Background: an optimization exercise with open tools, aiming at small area, a short achievable clock period and few clock cycles. Do not read the settings as production practice. In this exercise RTL edits were held to simulation tests only and were not proved equivalent to the original. Power and IR drop assume default switching activity.

==> design/flow/design.v <==
module safe64_fwd (
    input  wire [5:0] code,
    output reg  [7:0] sym
);
    always @(*) begin
        if (code == 6'd0)
            sym = 8'h2D;                        
        else if (code <= 6'd10)
            sym = 8'h2F + {2'b00, code};        
        else if (code <= 6'd36)
            sym = 8'h36 + {2'b00, code};        
        else if (code == 6'd37)
            sym = 8'h5F;                        
        else
            sym = 8'h3B + {2'b00, code};        
    end
endmodule
module safe64_rev (
    input  wire [7:0] sym,
    output reg        is_code,
    output reg        is_ws,
    output reg  [5:0] code
);
    always @(*) begin
        is_code = 1'b0;
        is_ws   = 1'b0;
        code    = 6'd0;
        if (sym == 8'h2D) begin
            is_code = 1'b1;
            code    = 6'd0;
        end else if (sym >= 8'h30 && sym <= 8'h39) begin
            is_code = 1'b1;
            code    = sym[5:0] - 6'h2F;
        end else if (sym >= 8'h41 && sym <= 8'h5A) begin
            is_code = 1'b1;
            code    = sym[5:0] - 6'h36;
        end else if (sym == 8'h5F) begin
            is_code = 1'b1;
            code    = 6'd37;
        end else if (sym >= 8'h61 && sym <= 8'h7A) begin
            is_code = 1'b1;
            code    = sym[5:0] - 6'h3B;
        end else if (sym == 8'h09 || sym == 8'h0A || sym == 8'h0D || sym == 8'h20) begin
            is_ws   = 1'b1;
        end
    end
endmodule
module safe64_core (
    input  wire        clk,
    input  wire        rst,
    input  wire        reg_we,
    input  wire [7:0]  reg_addr,
    input  wire [31:0] reg_wdata,
    output reg  [31:0] reg_rdata,
    output reg         mem_req,
    output reg         mem_we,
    output reg  [31:0] mem_addr,
    output reg  [7:0]  mem_wdata,
    input  wire [7:0]  mem_rdata,
    input  wire        mem_ready
);
    localparam [1:0] OP_ENC = 2'd0, OP_DEC = 2'd1, OP_VWR = 2'd2, OP_VRD = 2'd3;
    localparam [2:0] S_IDLE = 3'd0,    
                     S_RD   = 3'd1,    
                     S_WR   = 3'd2,    
                     S_AL   = 3'd3,    
                     S_VW   = 3'd4,    
                     S_SC   = 3'd5,    
                     S_V2   = 3'd6,    
                     S_VF   = 3'd7;    
    reg [31:0] cmd_q;         
    reg [31:0] res_q;         
    reg [31:0] sp_q, sl_q;    
    reg [31:0] dp_q, dl_q;    
    reg [63:0] val_q;         
    reg        pad_q;         
    reg [2:0]  st_q;
    reg [1:0]  op_q;
    reg        f_q;
    reg [31:0] rr_q;          
    reg [23:0] acc_q;         
    reg [1:0]  cnt_q;         
    reg [3:0]  k_q;           
    reg        flag_q;        
    reg        run_q;         
    wire busy = (st_q != S_IDLE);
    wire       cmd_wr = (st_q == S_IDLE) && reg_we && (reg_addr[7:2] == 6'h00);
    wire       w_hi0  = (reg_wdata[31:5] == 27'd0);
    wire [3:0] w_op   = reg_wdata[3:0];
    wire       w_enc  = w_hi0 && (w_op == 4'h1);
    wire       w_dec  = w_hi0 && (w_op == 4'h2);
    wire       w_vwr  = w_hi0 && !reg_wdata[4] && (w_op == 4'h3);
    wire       w_vrd  = w_hi0 && !reg_wdata[4] && (w_op == 4'h4);
    wire       w_legal = w_enc || w_dec || w_vwr || w_vrd;
    wire       w_badlen = ((w_enc || w_dec || w_vrd) && sl_q[31]) ||
                          ((w_enc || w_dec || w_vwr) && dl_q[31]);
    wire [1:0] w_opc  = w_dec ? OP_DEC : w_vwr ? OP_VWR : w_vrd ? OP_VRD : OP_ENC;
    wire       r_code_ok, r_ws;
    wire [5:0] r_code;
    safe64_rev u_rev (
        .sym     (mem_rdata),
        .is_code (r_code_ok),
        .is_ws   (r_ws),
        .code    (r_code)
    );
    wire [4:0] v_top  = {pad_q, val_q[63:60]};
    wire       v_last = (k_q == 4'd12);
    wire [5:0] fwd_in = (st_q == S_VW) ? {!v_last, v_top} : acc_q[23:18];
    wire [7:0] fwd_out;
    safe64_fwd u_fwd (
        .code (fwd_in),
        .sym  (fwd_out)
    );
    wire rr_z   = (rr_q == 32'd0);
    wire dl_hi0 = (dl_q[31:4] == 28'd0);
    wire enc    = (op_q == OP_ENC);
    wire       vw_first = !flag_q && ((v_top != 5'd0) || v_last);
    wire       vw_short = dl_hi0 && (dl_q[3:0] < (4'd13 - k_q));
    wire       vw_fail  = res_q[31] || (vw_first && vw_short);
    wire       vw_write = (flag_q || vw_first) && !vw_fail;
    wire       vr_ovf = (k_q == 4'd13) || ((k_q == 4'd12) && flag_q);
    always @(*) begin
        mem_req   = 1'b0;
        mem_we    = 1'b0;
        case (st_q)
            S_RD:        mem_req = !rr_z;
            S_SC, S_V2:  mem_req = 1'b1;
            S_WR:        begin mem_req = 1'b1; mem_we = 1'b1; end
            S_VW:        begin mem_req = vw_write; mem_we = 1'b1; end
            default: ;
        endcase
        mem_addr  = mem_we ? dp_q : cmd_q;
        mem_wdata = (op_q == OP_DEC) ? acc_q[23:16] : fwd_out;
    end
    wire [31:0] cmd_fin = {27'd0, f_q, 1'b0,
                           (op_q == OP_VRD), (op_q == OP_VWR) || (op_q == OP_DEC),
                           (op_q == OP_VWR) || (op_q == OP_ENC)};
    always @(*) begin
        case (reg_addr[7:2])
            6'h00:   reg_rdata = run_q ? cmd_fin : cmd_q;
            6'h01:   reg_rdata = {31'd0, busy};
            6'h02:   reg_rdata = res_q;
            6'h03:   reg_rdata = sp_q;
            6'h04:   reg_rdata = sl_q;
            6'h05:   reg_rdata = dp_q;
            6'h06:   reg_rdata = dl_q;
            6'h07:   reg_rdata = val_q[31:0];
            6'h08:   reg_rdata = val_q[63:32];
            default: reg_rdata = 32'd0;
        endcase
    end
    wire [31:0] addr_inc = mem_addr + 32'd1;    
    wire [31:0] rr_dec = rr_q - 32'd1;
    wire [1:0]  cnt_inc = cnt_q + 2'd1;
    wire [1:0]  cnt_dec = cnt_q - 2'd1;
    wire [23:0] acc_sh  = enc ? {acc_q[17:0], 6'd0} : {acc_q[15:0], 8'd0};
    wire [3:0]  k_inc   = k_q + 4'd1;
    always @(posedge clk) begin
        if (rst) begin
            st_q  <= S_IDLE;
            run_q <= 1'b0;
            cmd_q <= 32'd0;
            res_q <= 32'd0;
            sp_q  <= 32'd0;
            sl_q  <= 32'd0;
            dp_q  <= 32'd0;
            dl_q  <= 32'd0;
            val_q <= 64'd0;
            pad_q <= 1'b0;
        end else begin
            case (st_q)
            S_IDLE: begin
                if (reg_we) begin
                    case (reg_addr[7:2])
                        6'h00: begin
                            op_q   <= w_opc;
                            f_q    <= reg_wdata[4];
                            rr_q   <= sl_q;
                            acc_q  <= 24'd0;
                            cnt_q  <= 2'd0;
                            k_q    <= 4'd0;
                            flag_q <= 1'b0;
                            run_q  <= w_legal && !w_badlen;
                            if (!w_legal) begin
                                cmd_q <= reg_wdata;
                                res_q <= 32'hFFFF_FFFA;           
                            end else if (w_badlen) begin
                                cmd_q <= reg_wdata;
                                res_q <= 32'hFFFF_FFFB;           
                            end else begin
                                cmd_q <= sp_q;
                                res_q <= 32'd0;
                                st_q  <= w_vwr ? S_VW : S_RD;
                            end
                        end
                        6'h03: sp_q          <= reg_wdata;
                        6'h04: sl_q          <= reg_wdata;
                        6'h05: dp_q          <= reg_wdata;
                        6'h06: dl_q          <= reg_wdata;
                        6'h07: val_q[31:0]   <= reg_wdata;
                        6'h08: val_q[63:32]  <= reg_wdata;
                        default: ;
                    endcase
                end
            end
            S_RD: begin
                if (rr_z) begin
                    case (op_q)
                    OP_ENC: begin
                        if (cnt_q == 2'd0 || !f_q) begin
                            st_q  <= S_IDLE;
                        end else if (dl_hi0 && dl_q[3:0] <= {2'b00, cnt_q}) begin
                            res_q <= 32'hFFFF_FFFF;               
                            st_q  <= S_IDLE;
                        end else begin
                            acc_q <= acc_sh;
                            cnt_q <= cnt_q;                       
                            st_q  <= cnt_q[1] ? S_WR : S_AL;
                        end
                    end
                    OP_DEC: begin
                        if (cnt_q == 2'd0) begin
                            sp_q  <= cmd_q;
                            sl_q  <= rr_q;
                            st_q  <= S_IDLE;
                        end else if (!f_q) begin
                            st_q  <= S_IDLE;
                        end else if (cnt_q == 2'd1) begin
                            cmd_q <= sp_q;
                            rr_q  <= sl_q;
                            st_q  <= S_SC;
                        end else if (dl_hi0 && {1'b0, dl_q[3:0]} < {3'b000, cnt_q} - 5'd1) begin
                            res_q <= 32'hFFFF_FFFF;               
                            st_q  <= S_IDLE;
                        end else begin
                            acc_q <= acc_sh;
                            cnt_q <= cnt_q - 2'd2;
                            st_q  <= (cnt_q == 2'd3) ? S_WR : S_AL;
                        end
                    end
                    default: begin                                
                        res_q <= 32'hFFFF_FFFD;                   
                        st_q  <= S_IDLE;
                    end
                    endcase
                end else if (mem_ready) begin
                    case (op_q)
                    OP_ENC: begin
                        acc_q <= {acc_q[15:0], mem_rdata};
                        cmd_q <= addr_inc;
                        rr_q  <= rr_dec;
                        if (cnt_q == 2'd2) begin
                            cnt_q <= 2'd3;
                            if (dl_hi0 && dl_q[3:2] == 2'b00) begin
                                res_q <= 32'hFFFF_FFFF;           
                                st_q  <= S_IDLE;
                                end else begin
                                st_q  <= S_WR;
                            end
                        end else begin
                            cnt_q <= cnt_inc;
                        end
                    end
                    OP_DEC: begin
                        if (r_ws) begin
                            cmd_q <= addr_inc;
                            rr_q  <= rr_dec;
                        end else if (!r_code_ok) begin
                            sp_q  <= cmd_q;
                            sl_q  <= rr_q;
                            res_q <= 32'hFFFF_FFFE;               
                            st_q  <= S_IDLE;
                        end else begin
                            acc_q <= {acc_q[17:0], r_code};
                            cmd_q <= addr_inc;
                            rr_q  <= rr_dec;
                            cnt_q <= cnt_inc;
                            if (cnt_q == 2'd3) begin
                                cnt_q <= 2'd2;
                                if (dl_hi0 && dl_q[3:0] < 4'd3) begin
                                    res_q <= 32'hFFFF_FFFF;       
                                    st_q  <= S_IDLE;
                                        end else begin
                                    st_q  <= S_WR;
                                end
                            end
                        end
                    end
                    default: begin                                
                        if (!r_code_ok || vr_ovf) begin
                            sp_q  <= cmd_q;
                            sl_q  <= rr_q;
                            res_q <= 32'hFFFF_FFFE;               
                            st_q  <= S_IDLE;
                        end else if (!r_code[5]) begin
                            cmd_q <= sp_q;
                            rr_q  <= sl_q;
                            val_q <= 64'd0;
                            st_q  <= S_V2;
                        end else begin
                            cmd_q <= addr_inc;
                            rr_q  <= rr_dec;
                            if (k_q != 4'd0 || r_code[4:0] != 5'd0)
                                k_q <= k_inc;
                            if (k_q == 4'd0)
                                flag_q <= r_code[4];
                        end
                    end
                    endcase
                end
            end
            S_AL: begin
                acc_q <= acc_sh;
                st_q  <= S_WR;
            end
            S_WR: begin
                if (mem_ready) begin
                    acc_q <= acc_sh;
                    dp_q  <= addr_inc;
                    dl_q  <= dl_q - 32'd1;
                    res_q <= res_q + 32'd1;
                    sp_q  <= cmd_q;
                    sl_q  <= rr_q;
                    if (cnt_q != 2'd0)
                        cnt_q <= cnt_dec;
                    if (cnt_q == 2'd0) begin
                        if (rr_z) begin
                            st_q  <= S_IDLE;
                        end else begin
                            st_q  <= S_RD;
                        end
                    end
                end
            end
            S_SC: begin
                if (mem_ready) begin
                    if (r_ws) begin
                        cmd_q <= addr_inc;
                        rr_q  <= rr_dec;
                    end else begin
                        sp_q  <= cmd_q;
                        sl_q  <= rr_q;
                        res_q <= 32'hFFFF_FFFE;                   
                        st_q  <= S_IDLE;
                    end
                end
            end
            S_V2: begin
                if (mem_ready) begin
                    val_q <= {val_q[58:0], r_code[4:0]};
                    res_q <= res_q + 32'd1;
                    cmd_q <= addr_inc;
                    rr_q  <= rr_dec;
                    if (!r_code[5])
                        st_q <= S_VF;
                end
            end
            S_VF: begin
                sp_q  <= cmd_q;
                sl_q  <= rr_q;
                st_q  <= S_IDLE;
            end
            default: begin                                        
                if (vw_first) begin
                    flag_q <= 1'b1;
                    if (vw_short)
                        res_q <= 32'hFFFF_FFFF;                   
                end
                if (!vw_write || mem_ready) begin
                    {pad_q, val_q} <= {val_q[59:0], pad_q, val_q[63:60]};
                    k_q <= k_inc;
                    if (vw_write) begin
                        dp_q  <= addr_inc;
                        dl_q  <= dl_q - 32'd1;
                        res_q <= res_q + 32'd1;
                    end
                    if (v_last) begin
                        st_q  <= S_IDLE;
                    end
                end
            end
            endcase
        end
    end
endmodule
==> design/flow/run.sh <==
#!/bin/bash
# synth_recipe.tcl (not shown) runs the flow's synth.tcl, then flattens the netlist and writes it again
# the make line also repeats each setting of config.mk as NAME=value (left out here)
make -C /OpenROAD-flow-scripts/flow DESIGN_CONFIG=/design/flow/config.mk WORK_HOME=/design/flow/orfs CLKGATE_MAP_FILE= SYNTH_SCRIPT=/design/flow/synth_recipe.tcl finish
==> design/flow/config.mk <==
export PLATFORM = sky130hd
export DESIGN_NAME = safe64_core
export DESIGN_NICKNAME = safe64_core
export VERILOG_FILES = /design/flow/design.v
export SDC_FILE = /design/flow/constraint.sdc
export NUM_CORES = 4
export LEC_CHECK = 0
export CAP_MARGIN = 20
export CORE_MARGIN = 2
export CORE_UTILIZATION = 40
export CTS_CLUSTER_DIAMETER = 150
export CTS_CLUSTER_SIZE = 22
export SETUP_SLACK_MARGIN = 4
export SLEW_MARGIN = 20
export TNS_END_PERCENT = 5
==> design/flow/constraint.sdc <==
create_clock -name core_clock -period 9.0 [get_ports {clk}]
set_input_delay 1.8000 -clock core_clock [delete_from_list [all_inputs] [get_ports {clk}]]
set_output_delay 1.8000 -clock core_clock [all_outputs]
set_load 0.01 [all_outputs]
==> out/metrics.csv, run 1 <==
metric,value,unit
fin nets,2887,
Worst Tran Pin Value,1200,ps
Combinational Power Share,13.4,%
"area leader, netlist",dfxtp_1,
CTS sink count,327,
compound-cell area share of the yosys netlist,29.1,%
Final HPWL DP,64400,um
status,no timing/DRC/antenna violations,
DP Cell Count,3387,
Initial Utilization,40.3,%
DRT iter0 DRCs,3440,
Clock power frac,33.2,%
Design Power,2.89,mW
# DRC,0,
Vias,23700,
CTS tree,done,
Synth Area in Adders,2.37,%
post-route insts no fill,3497,
hold crit path type,reg2reg,
GPL Wtd Cong,0.972,
hold path start,dp_q[5]$_SDFFE_PP0P_,
Die Footprint,54600,um2
"top cells by area, synth","dfxtp_1, edfxtp_1, nand2_1, nor2_1, a21oi_1",
R2R depth,17,
initial antenna violation count,7,
Net Sw Power,846,uW
worst setup margin,3680,ps
Post-Synth XOR/XNOR Area,3.15,%
most frequent cells in the layout,"nand2_1, nor2_1, dfxtp_1",
top_reg_cell synth,dfxtp_1,
syn_nets,2828,
layout cells sized above 1,11.5,%
Flop pwr share,53.4,%
"Clk Latency, worst-skew pair",570,ps
Vias/cell,6.77,
worst path arrival time,3520,ps
Fin Hold WS,514,ps
cell family with most CP delay,buffers and inverters,
"Reg clk slew, reported paths",100,ps
CP max-delay cell,nor4_4,
relative slew slack,19.1,%
num rows,84,
Static Leak,8.66,nW
area added between synthesis and finish,17.7,%
internal power,2.04,mW
Worst Hold Depth,2,
Fmax achieved,188,MHz
Simple-Gate Fraction of Synth Area,23.0,%
Crit path depth,10,
Max Slew Vio Count,0,
largest family of logic cells by synthesized area,compound AO/OA/AOI/OAI gates,
"most used cell, CP",buf_6,
fraction of registers with async set/reset,0,%
first-pass GRT wire length,145000,um
core area,52300,um2
crit end category,output pin,
min Tclk post-route,5320,ps
Hold Path Sink,dp_q[5]$_SDFFE_PP0P_,
type of the worst setup path,in2out,
"Max FO, Critical Path",16,
Post-synth EDFFs,66,
H-tree depth,1,
pwr/cell area,116,nW/um2
GRT Overall Usage,35.5,%
Final TNS setup,0,ps
Worst path max stage delay,310,ps
CP Cell Sequence,buf_8 > nor2_2 > buf_6 > nand2_2 > nor4_4 > buf_4 > buf_12 > a222oi_1 > nand2_1 > buf_6,
total wire length,100000,um
Fin. Hold Viols,0,
Die Wd,234,um
Die Height,234,um
vias in the first global route,22000,
gr ovfl total,0,
Reg-to-Reg Start,st_q[1]$_SDFFE_PP0P_,
Critical Path Source Type,primary input,
worst path bufs/invs,5,
mean post-synth cell area,7.71,um2
Yosys top cell area share,24.8,%
largest net degree at the start of global routing,108,
drt wl/cell,28.7,um
Mapped Area,21100,um2
"most common cell after layout, fill and taps aside",nand2_1,
#FFs+latches synth,327,
register area share after synthesis,34.1,%
Clock Tree Buf Depth,3,
IO Pins,126,
reg2reg setup slack,4230,ps
RSZ-0062 raised after global routing,yes,
Worst R2R End,dp_q[26]$_SDFFE_PP0P_,
MaxCap Viol Count,0,
"Distinct cells, synth",90,
endpoints failing setup,0,
crit share post-route,59.1,%
TritonCTS Buffers,18,
WP data required,7200,ps
cell count after synthesis,2736,
skew final,24.2,ps
Pre-Repair DR Iteration Count,9,
# fillers,5081,
port bufs,123,
Ys Warns,3,
post-synthesis mux area share,3.18,%
DP Worst Slack,2010,ps
clock root cell,clkbuf_16,
Sw Ratio,29.3,%
Max VDD drop,113,uV
remaining antenna violation count,0,
-- cell usage after synthesis, drive strengths merged (51+ instances only) --
cell and instances:
a311oi 51, a222oi 62, nor3 83, and2 51, nand2 359, nor2 339, a211oi 133, dfxtp 261
edfxtp 66, o21ai 184, a21oi 209, inv 58, clkbuf 180
-- cells by family (layout without fill, tap and decap cells) --
group	count (synthesis)	in the layout
and+or+nand+nor	1063	1069
AOI/OAI and AO/OA	897	897
DFF	327	327
buffers and inverters	271	335
xor gates and xnor gates	76	76
muxes	62	62
adders and majority gates	40	40
other	0	3
-- worst register-to-register path: stages (launching register included) --
cell and delay (ps):
dfxtp_1 350, buf_4 390, xor2_1 210, buf_4 240
nand2_2 110, clkinvlp_4 270, buf_4 320, nand2_1 80
nand2_1 260, ha_1 360, o2111a_1 220, a41oi_1 100
nand4b_1 290, buf_4 210, or4_1 630, xnor2_1 250
nand2_1 90, a311oi_1 280
-- state kept, by name, summed over array words and instances (netlist names), 3 cells and up --
| name | cells |
|---|---|
| acc_q | 24 |
| cmd_q | 32 |
| dl_q | 32 |
| dp_q | 32 |
| k_q | 4 |
| res_q | 32 |
| rr_q | 32 |
| sl_q | 32 |
| sp_q | 32 |
| st_q | 3 |
| val_q | 64 |
-- power by group through the flow --
stage               clock, mW  sequential, mW  combinational (mW)
floorplan                   0            1.56               0.212
global placement            0            1.57               0.337
detailed placement          0            1.57               0.340
CTS                     0.963            1.54               0.370
global route             1.01            1.55               0.410
finish                  0.959            1.54               0.388
-- per-layer routing --
metal	vias to the layer above	global-route usage [%]	part of all wire, %	wire, um
li1	10300	-	-	-
met1	11300	46.1	38	38400
met4	4	19.2	6.3	6360
met5	-	0	0.025	25
met2	1685	54.5	43	43300
met3	353	8.29	12	12300
-- worst max path at each step --
stage | from | end | slack, ps
2_1_floorplan | mem_rdata[1] | rr_q[0]$_DFFE_PP_ | 3870
3_3_place_gp | reg_addr[3] | reg_rdata[19] | 2020
3_5_place_dp | reg_addr[3] | reg_rdata[19] | 2010
4_1_cts | reg_addr[4] | reg_rdata[1] | 3750
5_1_grt | reg_addr[3] | reg_rdata[19] | 3670
6_report | reg_addr[3] | reg_rdata[19] | 3680
-- what timing repair did --
action | 4_1_cts | 5_1_grt
hold buffers | 0 | 0
endpoints found under the hold margin | 0 | 0
pin swaps | 32 | 23
endpoints found under the setup margin | 318 | 329
resized for setup | 260 | 45
gates cloned | 15 | 2
buffers inserted | 44 | 15
-- metrics by stage --
stage	area [um2]	util [%]
finish	24800	47.5
global route	24800	47.4
CTS	24500	46.9
detailed placement	22900	43.8
global placement	22900	43.8
floorplan	21200	-
-- final cells by class --
cell class              instances  area, um2  area share, %
clock buffers                  30        517           2.08
clock inverters                 1       5.00         0.0201
flip-flops and latches        327       7210           29.0
multi-input cells            2144      13400           53.9
inverters                      58        224          0.902
well taps                     688        861           3.47
repair buffers                246       2620           10.5
diodes                          3       7.51         0.0302
Testbench counts, summed over its fixed seeds: cycles 108,034.
==> inputs of run 2 (changes only) <==
--- a/design/flow/config.mk
+++ b/design/flow/config.mk
@@ -10,4 +10,4 @@
 export CORE_UTILIZATION = 40
-export CTS_CLUSTER_DIAMETER = 150
-export CTS_CLUSTER_SIZE = 22
+export CTS_CLUSTER_DIAMETER = 120
+export CTS_CLUSTER_SIZE = 20
 export SETUP_SLACK_MARGIN = 4
==> out/metrics.csv, run 2 <==
metric,value,unit,change
status,no timing/DRC/antenna violations,,
Clock power frac,34.2,%,+1.0 points
worst setup margin,3700,ps,+19.7 ps
fraction of registers with async set/reset,0,%,unchanged
Combinational Power Share,13.3,%,about the same
Net Sw Power,856,uW,+1.1%
Worst path max stage delay,560,ps,+250 ps
GRT Overall Usage,35.6,%,about the same
Fmax achieved,189,MHz,+0.37%
min Tclk post-route,5300,ps,-19.7 ps
layout cells sized above 1,11.9,%,+0.38 points
crit share post-route,58.9,%,-0.22 points
area of the multi-input gates,13400,um2,+0.14%
Mapped Area,21100,um2,unchanged
CTS tree,done,,
max reg flops,64,,unchanged
CP Cell Sequence,buf_8 > or4b_4 > nor3_4 > buf_6 > buf_16 > a22oi_2 > nand4_1 > buf_2,,
Fin Hold WS,512,ps,-2.07 ps
H-tree depth,1,,unchanged
register area,7210,um2,unchanged
Static Leak,8.76,nW,+1.1%
IO Pins,126,,unchanged
hold buffer count at CTS,0,,unchanged
Final TNS setup,0,ps,unchanged
skew final,30.1,ps,+5.92 ps
clock root cell,clkbuf_16,,
Clock Tree Buf Depth,3,,unchanged
DP Worst Slack,2010,ps,unchanged
first-pass GRT wire length,145000,um,about the same
crit end category,output pin,,
internal power,2.09,mW,+2.0%
largest net degree at the start of global routing,108,,unchanged
Max Slew Vio Count,0,,unchanged
"area leader, netlist",dfxtp_1,,
initial antenna violation count,3,,-4
DRT iter0 DRCs,3173,,-7.8%
Post-synth EDFFs,66,,unchanged
"Reg clk slew, reported paths",90,ps,about the same
"Most flops, register",val_q,,
Sw Ratio,29.1,%,-0.19 points
GPL Wtd Cong,0.972,,unchanged
Critical Path Source Type,primary input,,
Ys Warns,3,,unchanged
TritonCTS Buffers,20,,+2
WP data required,7200,ps,about the same
Die Wd,234,um,unchanged
Yosys top cell area share,24.8,%,unchanged
mean post-synth cell area,7.71,um2,unchanged
pwr/cell area,118,nW/um2,+1.1%
area added between synthesis and finish,18.4,%,
num rows,84,,unchanged
Die Footprint,54600,um2,unchanged
worst path arrival time,3500,ps,-20 ps
cell count after synthesis,2736,,unchanged
remaining antenna violation count,0,,unchanged
Fin. Hold Viols,0,,unchanged
# fillers,5086,,+0.098%
Die Height,234,um,unchanged
Flop pwr share,52.5,%,-0.9 points
drt wl/cell,28.6,um,-0.31%
#FFs+latches synth,327,,unchanged
gr ovfl total,0,,unchanged
most frequent cells in the layout,"nand2_1, nor2_1, dfxtp_1",,
port bufs,123,,unchanged
total wire length,100000,um,about the same
synth cell count leaders,"nand2_1, nor2_1, dfxtp_1",,
Pre-Repair DR Iteration Count,9,,unchanged
"top cells by area, synth","dfxtp_1, edfxtp_1, nand2_1, nor2_1, a21oi_1",,
RSZ-0062 raised after global routing,yes,,
# DRC,0,,unchanged
"most common cell after layout, fill and taps aside",nand2_1,,
Vias,23700,,+0.25%
CTS sink count,327,,unchanged
endpoints failing setup,0,,unchanged
relative slew slack,17.1,%,-2.0 points
"Max FO, Critical Path",7,,-9
"Distinct cells, synth",90,,unchanged
vias in the first global route,22000,,+0.21%
type of the worst setup path,in2out,,
top_reg_cell synth,dfxtp_1,,
cell with the most instances after synthesis,nand2_1,,
Worst Tran Pin Value,1230,ps,+29.8 ps
hold crit path type,reg2reg,,
syn_nets,2828,,unchanged
"Clk Latency, worst-skew pair",590,ps,+20 ps
register area share after synthesis,34.1,%,unchanged
core area,52300,um2,unchanged
Max VDD drop,125,uV,+11%
CP max-delay cell,or4b_4,,
Vias/cell,6.77,,about the same
MaxCap Viol Count,0,,unchanged
fin nets,2898,,+0.38%
Final HPWL DP,64400,um,unchanged
Initial Utilization,40.3,%,unchanged
[run 2: path summary, 6_finish.rpt]
check,from,end,slack (ps),depth (start not counted)
min reg2reg,dp_q[29]$_SDFFE_PP0P_,dp_q[29]$_SDFFE_PP0P_,510,2
max reg2reg,st_q[1]$_SDFFE_PP0P_,dp_q[26]$_SDFFE_PP0P_,4260,17
min,dp_q[29]$_SDFFE_PP0P_,dp_q[29]$_SDFFE_PP0P_,510,2
max,reg_addr[7],reg_rdata[1],3700,8
[run 2: logic make-up after synthesis]
group | after synthesis | share of synthesized area [%]
AO/OA/AOI/OAI | 897 | 29.1
XOR/XNOR | 76 | 3.15
adder cells (fa/ha/maj) | 40 | 2.37
buffers and inverters | 271 | 5.07
flip-flops | 327 | 34.1
multiplexers | 62 | 3.18
AND/OR/NAND/NOR | 1063 | 23.0
[run 2: layout make-up]
cell class                      count  share of cell area, %
Timing Repair Buffer              255                   10.8
Antenna cell                        2                 0.0200
Tap cell                          688                   3.44
Clock inverter                      2                 0.0601
Clock buffer                       32                   2.27
Multi-Input combinational cell   2144                   53.7
Sequential cell                   327                   28.8
Inverter                           58                  0.896
[run 2: repair_timing]
item | in CTS | in global routing
cloned | 15 | 2
pin swaps | 34 | 31
setup endpoints to repair | 316 | 323
gates resized for setup | 259 | 47
endpoints found under the hold margin | 0 | 0
setup buffers | 47 | 21
[run 2: critical path: cells and delay by family]
family	cells	cell delay, ps
AND/OR/NAND/NOR	3	970
AO/OA/AOI/OAI	1	60
buffers and inverters	4	660
[run 2: power by group through the flow]
stage	registers (mW)	logic [mW]	clock network, mW
final	1.54	0.392	1.01
after global routing	1.54	0.413	1.06
after CTS	1.54	0.371	1.02
after detailed placement	1.57	0.340	0
after global placement	1.57	0.337	0
after floorplan	1.56	0.212	0
[run 2: metrics by stage]
step / cells / util [%] / power [mW] / area, um2
6_report: 3508 / 47.8 / 2.94 / 25000
5_1_grt: 3506 / 47.8 / 3.02 / 25000
3_3_place_gp: 3387 / 43.8 / 1.91 / 22900
3_5_place_dp: 3387 / 43.8 / 1.91 / 22900
4_1_cts: 3483 / 47.1 / 2.93 / 24600
2_1_floorplan: 2736 / - / 1.77 / 21200
[run 2: routing by layer]
metal | vias up | share of wire, % | global-route usage [%]
li1 | 10400 | - | -
met1 | 11400 | 38 | 46.1
met2 | 1640 | 43 | 54.6
met3 | 371 | 12 | 8.24
met4 | 4 | 6.7 | 19.5
met5 | - | 0.030 | 0

==> what the ideal ports hide <==
In the flow no input, the clock included, has a driving cell. The finished layouts below were timed again as built, in two steps.
Step 1, drivers: a clkbuf_16 drives clk and a buf_2 each remaining input, both assumed.
Step 2 also shifts input and output timing later by t, the mid clock arrival at the registers, as if the neighbouring blocks saw the same clock.
Slacks: ideal / step 1 / step 2; pairs: ideal / step 1.
run | t, ns | setup WS [ns] | slew at the worst register clock pin (ns) | worst slew at a driven data input, ns
run 1 | 0.618 | 3.683 / 3.479 / 3.435 | 0.12 / 0.12 | 0.25
run 2 | 0.637 | 3.702 / 3.486 / 3.197 | 0.10 / 0.10 | 0.26
After both steps every run listed still meets setup and hold. For run 2, which loses most, drivers alone change the setup slack by -0.216 ns; drivers and shift together by -0.505 ns.
